Context: an optimization exercise on an open-source flow, tuned for small area, a short achievable clock period and few clock cycles per item. The choices shown serve that exercise and are no tape-out recipe. Only the layout flow was run in this run; the RTL was not checked for function there.

--- design/flow/run.sh ---
#!/bin/bash
# synth_recipe.tcl (not shown) runs the flow's synth.tcl, then flattens the netlist and writes it again
# the make line also repeats each setting of config.mk as NAME=value (left out here)
make -C /OpenROAD-flow-scripts/flow DESIGN_CONFIG=/design/flow/config.mk WORK_HOME=/design/flow/orfs CLKGATE_MAP_FILE= SYNTH_SCRIPT=/design/flow/synth_recipe.tcl finish
--- design/flow/config.mk ---
export PLATFORM = sky130hd
export DESIGN_NAME = tcalc_unit
export DESIGN_NICKNAME = tcalc_unit
export VERILOG_FILES = /design/flow/design.v
export SDC_FILE = /design/flow/constraint.sdc
export NUM_CORES = 4
export LEC_CHECK = 0
export CAP_MARGIN = 20
export CORE_MARGIN = 2
export CORE_UTILIZATION = 40
export SLEW_MARGIN = 20
--- design/flow/constraint.sdc ---
create_clock -name core_clock -period 6.0 [get_ports {clk}]
set_input_delay 1.2000 -clock core_clock [delete_from_list [all_inputs] [get_ports {clk}]]
set_output_delay 1.2000 -clock core_clock [all_outputs]
set_load 0.01 [all_outputs]
--- design/flow/design.v ---
module tcalc_unit (
    input  wire        clk,
    input  wire        rst,         
    input  wire        start,       
    input  wire [31:0] freq,        
    input  wire [31:0] ratio,       
    input  wire [31:0] dur,         
    input  wire [31:0] flr,         
    output wire        ready,
    output reg         done,        
    output reg  [1:0]  status,      
    output reg  [15:0] comp0,
    output reg  [15:0] comp1,
    output reg  [3:0]  presc
);
    localparam TIMER_W   = 16;
    localparam PRESC_MAX = 15;
    localparam [9:0] DIVISOR = 10'd1000;
    localparam [1:0] ST_OK      = 2'd0,
                     ST_ZERO    = 2'd1,
                     ST_NOPRESC = 2'd2,
                     ST_BADCMP  = 2'd3;
    localparam [2:0] S_IDLE = 3'd0,
                     S_MUL1 = 3'd1,    
                     S_MUL2 = 3'd2,    
                     S_DIV  = 3'd3,    
                     S_PRE  = 3'd4,    
                     S_CMP  = 3'd5;    
    reg [2:0]  state;
    reg [6:0]  cnt;
    reg [63:0] m1_cand;
    reg [31:0] m1_plier;
    reg [63:0] fr;
    reg [95:0] m2_cand;
    reg [31:0] m2_dur;
    reg [31:0] m2_flr;
    reg [95:0] xp;
    reg [95:0] xf;
    reg [79:0] qp;
    reg [79:0] qf;
    reg [9:0]  rp;
    reg [9:0]  rf;
    reg [3:0]  k;
    assign ready = (state == S_IDLE);
    wire [10:0] rp_sh  = {rp, qp[79]};
    wire [10:0] rf_sh  = {rf, qf[79]};
    wire        rp_ge  = (rp_sh >= {1'b0, DIVISOR});
    wire        rf_ge  = (rf_sh >= {1'b0, DIVISOR});
    wire [10:0] rp_sub = rp_sh - {1'b0, DIVISOR};
    wire [10:0] rf_sub = rf_sh - {1'b0, DIVISOR};
    always @(posedge clk) begin
        if (rst) begin
            state  <= S_IDLE;
            cnt    <= 7'd0;
            done   <= 1'b0;
            status <= ST_OK;
            comp0  <= 16'd0;
            comp1  <= 16'd0;
            presc  <= 4'd0;
        end else begin
            done <= 1'b0;
            case (state)
                S_IDLE: begin
                    if (start) begin
                        m1_cand  <= {32'd0, freq};
                        m1_plier <= ratio;
                        m2_dur   <= dur;
                        m2_flr   <= flr;
                        fr       <= 64'd0;
                        cnt      <= 7'd0;
                        state    <= S_MUL1;
                    end
                end
                S_MUL1: begin
                    if (m1_plier[0])
                        fr <= fr + m1_cand;
                    m1_cand  <= m1_cand << 1;
                    m1_plier <= m1_plier >> 1;
                    cnt      <= cnt + 7'd1;
                    if (cnt == 7'd31) begin
                        cnt   <= 7'd0;
                        xp    <= 96'd0;
                        xf    <= 96'd0;
                        state <= S_MUL2;
                    end
                end
                S_MUL2: begin
                    if (cnt == 7'd0) begin
                        m2_cand <= {32'd0, fr};
                        cnt     <= 7'd1;
                    end else begin
                        if (m2_dur[0])
                            xp <= xp + m2_cand;
                        if (m2_flr[0])
                            xf <= xf + m2_cand;
                        m2_cand <= m2_cand << 1;
                        m2_dur  <= m2_dur >> 1;
                        m2_flr  <= m2_flr >> 1;
                        cnt     <= cnt + 7'd1;
                        if (cnt == 7'd32) begin
                            cnt   <= 7'd0;
                            state <= S_DIV;
                        end
                    end
                end
                S_DIV: begin
                    if (cnt == 7'd0) begin
                        qp  <= xp[95:16];
                        qf  <= xf[95:16];
                        rp  <= 10'd0;
                        rf  <= 10'd0;
                        cnt <= 7'd1;
                    end else begin
                        if (rp_ge) begin
                            rp <= rp_sub[9:0];
                            qp <= {qp[78:0], 1'b1};
                        end else begin
                            rp <= rp_sh[9:0];
                            qp <= {qp[78:0], 1'b0};
                        end
                        if (rf_ge) begin
                            rf <= rf_sub[9:0];
                            qf <= {qf[78:0], 1'b1};
                        end else begin
                            rf <= rf_sh[9:0];
                            qf <= {qf[78:0], 1'b0};
                        end
                        cnt <= cnt + 7'd1;
                        if (cnt == 7'd80) begin
                            cnt   <= 7'd0;
                            k     <= 4'd0;
                            state <= S_PRE;
                        end
                    end
                end
                S_PRE: begin
                    if (qp == 80'd0) begin
                        status <= ST_ZERO;
                        comp0  <= 16'd0;
                        comp1  <= 16'd0;
                        presc  <= 4'd0;
                        done   <= 1'b1;
                        state  <= S_IDLE;
                    end else if (qp[79:TIMER_W] != 0) begin
                        if (k == PRESC_MAX) begin
                            status <= ST_NOPRESC;
                            comp0  <= 16'd0;
                            comp1  <= 16'd0;
                            presc  <= 4'd0;
                            done   <= 1'b1;
                            state  <= S_IDLE;
                        end else begin
                            qp <= qp >> 1;
                            qf <= qf >> 1;
                            k  <= k + 4'd1;
                        end
                    end else begin
                        state <= S_CMP;
                    end
                end
                S_CMP: begin
                    if (qf == 80'd0 || qf >= qp) begin
                        status <= ST_BADCMP;
                        comp0  <= 16'd0;
                        comp1  <= 16'd0;
                        presc  <= 4'd0;
                    end else begin
                        status <= ST_OK;
                        comp0  <= qp[15:0];
                        comp1  <= qp[15:0] - qf[15:0];
                        presc  <= k;
                    end
                    done  <= 1'b1;
                    state <= S_IDLE;
                end
                default: state <= S_IDLE;
            endcase
        end
    end
endmodule
==> flow_metrics.tcl <==
set metrics [dict create \
    outcome "finished clean" \
    ios 171 \
    n_antenna_cell 0 \
    hpwlAfterDp_um 107700 \
    crit_arrival_ns 4.99 \
    drc 0 \
    nNetsFinal 5771 \
    port_buffers 170 \
    insertion_delay_ns 0.67 \
    cp_top_family "compound AO/OA/AOI/OAI gates" \
    hold_path.class "reg -> reg" \
    crit_chain "ha_1 -> fa_1 -> nand3_1 -> a211oi_2 -> o21bai_1 -> a211oi_1 -> o21ai_1 -> o21ai_1 -> nor3b_1 -> o21ai_1 -> a21oi_1 -> mux2i_1 -> a311o_1" \
    clk_pin_slew_ns 0.06 \
    cts_buffers 91 \
    clkPwrFrac_pct 24.8 \
    slew_viol_final 0 \
    vdd_drop_max_mv 0.2170 \
    drt_iter0_markers 3416 \
    sw_frac_of_total_pct 38.44 \
    grt_overflow 0 \
    hold_viol 0 \
    grt_max_degree 316 \
    post_drt_wl_per_cell_um 20.73 \
    ys_seq_area_share_pct 44.69 \
    grt_use_total_pct 22.47 \
    synthCells 5260 \
    cts_buffer_depth 3 \
    synth_nets 5748 \
    comb_power_share_pct 39.5 \
    num_rows 128 \
    critPathCaptureType "flip-flop" \
    synth_area_um2 48970 \
    grt_pass1_vias 37290 \
    die_w_um 353.9 \
    path_buf_inv 0 \
    p_int_w 0.01327 \
    ys_seq_elements 745 \
    crit_path_max_fanout 4 \
    fin_skew_ns 0.02751 \
    clock-sinks 745 \
    rsz0062_at_grt "false" \
    vias 39150 \
    fin_util_pct 45.25 \
    async_reset_ff_share_pct 0 \
    period_share_pct 76.62 \
    routed_wl_um 144700 \
    syn2layout_area_growth_pct 12.33 \
    max_freq_mhz 217.5 \
    synth_area_per_cell_um2 9.309 \
    ctsHoldBuffers 0 \
    max_cap_viol_count 0 \
    stdcell_count 6981 \
    htree_levels 3 \
    drtAntennaViolNets 0 \
    cts_root_buf "clkbuf_16" \
    p_sw_w 0.008288 \
    power_w 0.02156 \
    fill_cells 11670 \
    grt_antenna_before_repair 1 \
    yosysUniqueCellTypes 92 \
    r2r_slack_ns 1.40 \
    cts_tree "yes" \
    finalWeightedCongestion 0.9671 \
    synth_edf_count 696 \
    routed_via_density 5.609 \
    synth_warnings 1 \
    relSlewSlack_pct 22.03 \
    power.density_nw_per_um2 392.0 \
    crit_required_ns 6.39 \
    drive_above_1_share_pct 4.201 \
    startpoint_type "flip-flop" \
    die_area_um2 125200 \
    worstSetupPathType "reg -> reg" \
    die_h_um 353.9 \
    p_leak_nw 22.29 \
    worst_path_most_repeated_cell "o21ai_1" \
    tightest_slew_ns 1.159 \
    detail_route.first_pass.iterations 5 \
    post_cts_resized 0 \
    period_needed_ns 4.597 \
    setup_viol 0 \
    postCtsSetupBuffers 0 \
    placed_cells 6814 \
    seq_power_share_pct 35.6 \
    grt_pass1_wl_um 221600 \
    max_stage_delay_ns 0.59 \
    start_util_pct 40.28 \
    design.core.area_um2 121600 \
    critPathSlowestCell "nor3b_1" \
    ys.flop_type "edfxtp_1" \
]
[routing by layer]
metal / GRT usage, % / part of all wire [%]
met3: 4.103 / 7.8
met4: 5.762 / 2.1
met1: 33.85 / 48
met5: 0 / 0.0090
met2: 32.96 / 42
[layout by cell type (no fill, tap or decap), drive strengths merged, types with 57 or more instances in the layout]
master           n
nor2           425
clkdlybuf4s50  169
xor2           105
inv            194
nand3           63
mux2i          166
o21ai          363
ha             353
a21oi          407
nand4          121
edfxtp         696
nor4            57
clkbuf         118
and2           101
a21o           195
o21bai          64
nand2          972
xnor2          141
[registers in the layout (all words and copies together), names as in the netlist, 2 cells and up]
| signal | cells |
|---|---|
| cnt | 7 |
| comp0 | 16 |
| comp1 | 16 |
| fr | 64 |
| k | 4 |
| m1_cand | 64 |
| m1_plier | 32 |
| m2_cand | 96 |
| m2_dur | 32 |
| m2_flr | 32 |
| presc | 4 |
| qf | 80 |
| qp | 80 |
| rf | 10 |
| rp | 10 |
| state | 3 |
| status | 2 |
| xf | 96 |
| xp | 96 |
[final cells by class]
type                            instances  area [um^2]  area share (%)
Inverter                              193        724.4           1.317
Clock inverter                         48        401.6          0.7302
Sequential cell                       745        21880           39.78
Timing Repair Buffer                  202         2044           3.717
Clock buffer                          118         2462           4.476
Multi-Input combinational cell       4050        25460           46.28
Tap cell                             1625         2033           3.696
[worst paths after layout]
kind	cells after the start	end	startpoint
min reg2reg	1	comp0[11]$_SDFFE_PP0P_	comp0[11]$_SDFFE_PP0P_
max	13	xp[88]$_SDFFCE_PN0P_	m2_cand[0]$_SDFFCE_PN0P_
max reg2reg	13	xp[88]$_SDFFCE_PN0P_	m2_cand[0]$_SDFFCE_PN0P_
min	1	comp0[11]$_SDFFE_PP0P_	comp0[11]$_SDFFE_PP0P_
[cells by family (layout without fill, tap and decap cells)]
family / count (synthesis) / after routing / share of synthesized area, %
AOI/OAI and AO/OA: 1326 / 1326 / 16.97
xor gates and xnor gates: 246 / 246 / 4.400
adders and majority gates: 357 / 357 / 9.183
buffers and inverters: 465 / 561 / 3.605
DFF: 745 / 745 / 44.69
muxes: 167 / 167 / 3.416
and+or+nand+nor: 1954 / 1954 / 17.74
[synthesized netlist by cell type (49+ instances only)]
master / number / share of area, %
nor3_1: 53 / 0.54
a21o_1: 195 / 3.0
nor4_1: 56 / 0.72
nand2_1: 972 / 7.5
a21oi_1: 404 / 4.1
o21ai_0: 351 / 3.6
ha_1: 353 / 9.0
o21bai_1: 63 / 0.97
clkbuf_1: 246 / 1.9
xor2_1: 105 / 1.9
dfxtp_1: 49 / 2.0
mux2i_1: 166 / 3.4
nor2_1: 425 / 3.3
inv_1: 193 / 1.5
edfxtp_1: 696 / 43
and2_1: 101 / 1.3
nand3_1: 63 / 0.64
nand4_1: 121 / 1.5
xnor2_1: 141 / 2.5
[per-stage QoR]
stage	worst slack (ns)	hold WS, ns	area (um^2)	TNS (ns)
floorplan	-0.5371	0.4748	49010	-43.02
global placement	1.551	0.4610	52120	0
detailed placement	1.516	0.4691	52120	0
CTS	1.446	0.4825	54980	0
global route	1.251	0.4938	55010	0
finish	1.403	0.4788	55010	0
[power by group through the flow]
stage | clock network, W | logic (W) | registers (W)
detailed placement | 0 | 0.00844 | 0.00776
global placement | 0 | 0.00841 | 0.00775
global route | 0.00567 | 0.00947 | 0.00775
finish | 0.00535 | 0.00853 | 0.00768
CTS | 0.00548 | 0.00849 | 0.00766
floorplan | 0 | 0.00631 | 0.00750

[static timing again, ports no longer ideal]
The results above use ideal ports. As a check the final layout listed here was re-extracted and re-timed, cells and wires unchanged.
Step 1 (the two cells are an assumption about what drives the block):
set clk [get_ports {clk}]
set_driving_cell -lib_cell sky130_fd_sc_hd__clkbuf_16 $clk
set_driving_cell -lib_cell sky130_fd_sc_hd__buf_2 [delete_from_list [all_inputs] $clk]
Step 2, shift: input delay + t, output delay - t, t = (earliest + latest rising clock arrival at the registers) / 2. This alone moves slack from input paths to output paths.
Slacks: ideal / step 1 / step 2; pairs: ideal / step 1.
t (ns): 0.724
slack for setup (ns): 1.403 / 1.403 / 1.403
worst register clock-pin slew, ns: 0.06 / 0.06
worst slew at a driven data input, ns: 0.07
After both steps setup and hold are still met in this run. For this run, drivers alone change the setup slack by 0.000 ns; drivers and shift together by 0.000 ns.
